This is an optimization exercise on Yosys and OpenROAD, whose aim is small area, not a production implementation. Where RTL was checked, it was by simulation tests only, not by an equivalence proof against the original. Power and IR drop assume default switching activity.

// bitw_core
module bitw_core (
    input  wire        clk,
    input  wire        rst,           
    input  wire        cmd_valid,
    output wire        cmd_ready,
    input  wire [2:0]  cmd_op,
    input  wire [7:0]  cmd_n,         
    input  wire [31:0] cmd_arg,       
    input  wire [31:0] cmd_num,       
    input  wire [31:0] cmd_den,       
    output wire        rsp_valid,
    output wire [2:0]  rsp_status,
    output wire [31:0] rsp_val,
    output wire [2:0]  rsp_nbytes,
    output wire [31:0] rsp_bytes
);
    localparam [3:0] S_ZAP   = 4'd0,    
                     S_IDLE  = 4'd1,
                     S_CMP   = 4'd2,    
                     S_MUL   = 4'd3,    
                     S_DIV   = 4'd4,    
                     S_FIN   = 4'd5,    
                     S_ASM   = 4'd6,    
                     S_REST  = 4'd7,    
                     S_RATE  = 4'd8,    
                     S_PRE   = 4'd9,    
                     S_PCMP  = 4'd10,   
                     S_CLR   = 4'd11,   
                     S_MAT   = 4'd12,   
                     S_RESP  = 4'd13,
                     S_UNMAT = 4'd14,   
                     S_CONV  = 4'd15;   
    reg [3:0]  st;
    reg [5:0]  cnt;
    reg [28:0] S, G;
    reg [2:0]  goff;        
    reg [30:0] NM;          
    reg [30:0] DN;          
    reg [31:0] H;
    reg [7:0]  cb;
    reg [2:0]  nb;
    reg        dflt;        
    reg        cs, cg, cv;  
    reg        cmpf;        
  ...
Size in the first run: about 1300 cells after synthesis, ~200 flip-flops, roughly 12000 sq um of cells after synthesis.
==> flow/config.mk <==
export PLATFORM = sky130hd
export DESIGN_NAME = bitw_core
export DESIGN_NICKNAME = bitw_core
export VERILOG_FILES = /design/flow/design.v
export SDC_FILE = /design/flow/constraint.sdc
export NUM_CORES = 4
export LEC_CHECK = 0
export CAP_MARGIN = 20
export CORE_MARGIN = 2
export CORE_UTILIZATION = 40
export SLEW_MARGIN = 20
==> flow/constraint.sdc <==
create_clock -name core_clock -period 8.0 [get_ports {clk}]
set_input_delay 1.6000 -clock core_clock [delete_from_list [all_inputs] [get_ports {clk}]]
set_output_delay 1.6000 -clock core_clock [all_outputs]
set_load 0.01 [all_outputs]
standard.sh (not shown) runs the stock make flow with config.mk's settings and CLKGATE_MAP_FILE= SYNTH_SCRIPT=/design/flow/synth_recipe.tcl, a recipe that flattens the netlist after the stock synthesis.
==> flow/flow/run.sh <==
#!/bin/bash
# The standard layout (standard.sh) with two changes that only affect how
# the cells are chosen:
#  * synthesis is the standard flow's own synthesis script, with Yosys's abc pass given an
#    area-oriented ABC script (abc_area.script) instead of ORFS's speed script;
#  * the port buffers that buffer_ports inserts are buf_1 cells.
# Each tool's output goes to a log file in this folder (and ORFS's own logs).
set -euo pipefail
work=$(pwd)
fl=$work/flow

# synth_recipe.tcl with the abc pass redirected to our ABC script
{
  head -n 1 synth_recipe.tcl
  cat <<TCL
proc abc {args} {
  set i [lsearch -exact \$args -script]
  if {\$i >= 0} { lset args [expr {\$i + 1}] {$fl/abc_area.script} }
  yosys abc {*}\$args
}
TCL
  tail -n +2 synth_recipe.tcl
} > synth_area.tcl

# the standard command, synthesis only, with our synthesis script
sed -E "s#SYNTH_SCRIPT=[^ ]+#SYNTH_SCRIPT=$work/synth_area.tcl#" standard.sh > standard_area.sh
bash standard_area.sh synth > synth.log 2>&1

# the rest of the standard flow; synthesis is up to date and not rerun
bash standard.sh BUFFER_PORTS_ARGS="-buffer_cell sky130_fd_sc_hd__buf_1" finish > layout.log 2>&1
==> flow/flow/abc_area.script <==
strash
&get -n
&fraig -x
&put
scorr
dc2
strash
&get -n
&dch -f
&nf -R 1000
&put
strash
&get -n
&dch -f
&nf -R 1000
&put
topo
stime -c
The first run reached the layout checks and failed them: negative setup slack.
Edit:
Settings changed: CORE_UTILIZATION 40 to 70, CTS_BUF_LIST set to sky130_fd_sc_hd__clkbuf_4 sky130_fd_sc_hd__clkbuf_8.
What happened: With this change the flow ended with an error in 4_1_cts, error DPL-0033. Synthesized cell count stays the same. Area after synthesis is unchanged.
No run of this note included a check of the RTL's function; only the layout flow was run.

Another version of the RTL of bitw_core (not shown whole).
Size in the first run: roughly 1,400 cells after synthesis, about 200 flip-flops, about 180 I/O pins, ~11,000 µm² of cells after synthesis.
Design bitw_core, start of the top module:
module bitw_core (
    input  wire        clk,
    input  wire        rst,           
    input  wire        cmd_valid,
    output wire        cmd_ready,
    input  wire [2:0]  cmd_op,
    input  wire [7:0]  cmd_n,         
    input  wire [31:0] cmd_arg,       
    input  wire [31:0] cmd_num,       
    input  wire [31:0] cmd_den,       
    output wire        rsp_valid,
    output wire [2:0]  rsp_status,
    output wire [31:0] rsp_val,
    output wire [2:0]  rsp_nbytes,
    output wire [31:0] rsp_bytes
);
export LEC_CHECK = 0
export CAP_MARGIN = 20
export CORE_MARGIN = 2
export CORE_UTILIZATION = 65
export SLEW_MARGIN = 20
create_clock -name core_clock -period 8.0 [get_ports {clk}]
==> flow/flow/run.sh <==
#!/bin/bash
# The standard layout (standard.sh), changed only in how cells are chosen.
# The design, constraints, floorplan, power grid, placement and routing steps
# are the standard flow's.
#  * Synthesis runs the standard flow's own synthesis script (synth_recipe.tcl), except
#    that Yosys's abc pass gets an area-oriented ABC script (abc_area.script)
#    instead of ORFS's speed script, and ORFS's full-adder extraction is
#    skipped (ADDER_MAP_FILE empty), so ABC maps the adders too.  The
#    registers are those of the standard synthesis.
#  * buffer_ports buffers every input and output port with a buf_1 cell.
#  * Clock tree synthesis gets the options in cts_args: clkbuf_8 buffers and
#    no dummy loads.
# Each tool's output goes to a log file in this folder (synth.log for the
# synthesis, layout.log for the rest) as well as to ORFS's per-step logs.
set -euo pipefail
work=$(pwd)
fl=$work/flow

# synth_recipe.tcl with the abc pass redirected to our ABC script
{
  head -n 1 synth_recipe.tcl
  cat <<TCL
proc abc {args} {
  set i [lsearch -exact \$args -script]
  if {\$i >= 0} { lset args [expr {\$i + 1}] {$fl/abc_area.script} }
  yosys abc {*}\$args
}
TCL
  tail -n +2 synth_recipe.tcl
} > synth_area.tcl

# the standard command, synthesis only, with that script and no adder extraction
sed -E "s#SYNTH_SCRIPT=[^ ]+#SYNTH_SCRIPT=$work/synth_area.tcl#" standard.sh > standard_area.sh
bash standard_area.sh ADDER_MAP_FILE= synth > synth.log 2>&1

# the rest of the standard flow; synthesis is up to date and is not rerun
cts=()
if [[ -f $fl/cts_args ]]; then cts=("CTS_ARGS=$(cat "$fl/cts_args")"); fi
bash standard.sh BUFFER_PORTS_ARGS="-buffer_cell sky130_fd_sc_hd__buf_1" "${cts[@]}" finish > layout.log 2>&1
==> flow/flow/abc_area.script <==
strash
ifraig
dc2
dch -f
amap -m
topo
stime -c
==> flow/flow/cts_args <==
-sink_clustering_enable -repair_clock_nets -buf_list sky130_fd_sc_hd__clkbuf_8 -dont_use_dummy_load
==> next run, changes <==
==> flow/flow/run.sh (replaced) <==
#!/bin/bash
# The standard layout (standard.sh) with two changes that only affect how
# the cells are chosen:
#  * synthesis is the standard flow's own synthesis script, with Yosys's abc pass given an
#    area-oriented ABC script (abc_area.script) instead of ORFS's speed script;
#  * the port buffers that buffer_ports inserts are buf_1 cells.
# Each tool's output goes to a log file in this folder (and ORFS's own logs).
set -euo pipefail
work=$(pwd)
fl=$work/flow

# synth_recipe.tcl with the abc pass redirected to our ABC script
{
  head -n 1 synth_recipe.tcl
  cat <<TCL
proc abc {args} {
  set i [lsearch -exact \$args -script]
  if {\$i >= 0} { lset args [expr {\$i + 1}] {$fl/abc_area.script} }
  yosys abc {*}\$args
}
TCL
  tail -n +2 synth_recipe.tcl
} > synth_area.tcl

# the standard command, synthesis only, with our synthesis script
sed -E "s#SYNTH_SCRIPT=[^ ]+#SYNTH_SCRIPT=$work/synth_area.tcl#" standard.sh > standard_area.sh
bash standard_area.sh synth > synth.log 2>&1

# the rest of the standard flow; synthesis is up to date and not rerun
# clock tree options, if the version gives them (flow/cts_args)
cts=()
if [[ -f $fl/cts_args ]]; then cts=("CTS_ARGS=$(cat "$fl/cts_args")"); fi
bash standard.sh BUFFER_PORTS_ARGS="-buffer_cell sky130_fd_sc_hd__buf_1" "${cts[@]}" finish > layout.log 2>&1
==> flow/flow/abc_area.script (replaced) <==
strash
&get -n
&fraig -x
&put
scorr
dc2
strash
&get -n
&dch -f
&nf -R 1000
&put
strash
&get -n
&dch -f
&nf -R 1000
&put
topo
stime -c
==> flow/flow/cts_args (replaced) <==
-sink_clustering_enable -repair_clock_nets -buf_list sky130_fd_sc_hd__clkbuf_16 -dont_use_dummy_load
- CORE_UTILIZATION: 65 -> 60
What happened: Via count fell by 10%; power rose by 8.8%; cell count fell by 3.6%; wire length fell by 5.3%.

==> port drivers added, routing unchanged <==
Ports are ideal in the flow. The routed layouts listed here were re-timed in OpenROAD.
Step 1 (the two cells are an assumption about what drives the block):
set clk [get_ports {clk}]
set_driving_cell -lib_cell sky130_fd_sc_hd__clkbuf_16 $clk
set_driving_cell -lib_cell sky130_fd_sc_hd__buf_2 [delete_from_list [all_inputs] $clk]
Step 2, shift: input delay + t, output delay - t, t = (earliest + latest rising clock arrival at the registers) / 2. This alone moves slack from input paths to output paths.
a / b / c = ideal ports / drivers / drivers and shift; a / b = the first two.
| run | t (ns) | slack for setup (ns) | worst setup path at the end | latest minus earliest clock arrival (ns) | cell pins on the clock port's net |
|---|---|---|---|---|---|
| the first run of note 1 | 0.495 | -2.527 / -2.520 / -3.015 | input to register | 0.015 / 0.014 | 1 |
| the first run of note 2 | 0.501 | 0.657 / 0.666 / 0.165 | input to register | 0.044 / 0.044 | 1 |
| the second run of note 2 | 0.480 | 0.441 / 0.469 / -0.010 | input to register | 0.035 / 0.035 | 1 |
Met with ideal ports but missed after step 2: setup timing in the second run of note 2. The setup slack of the first run of note 2, which loses most, moves by +0.009 ns with the drivers and by -0.492 ns with both steps.
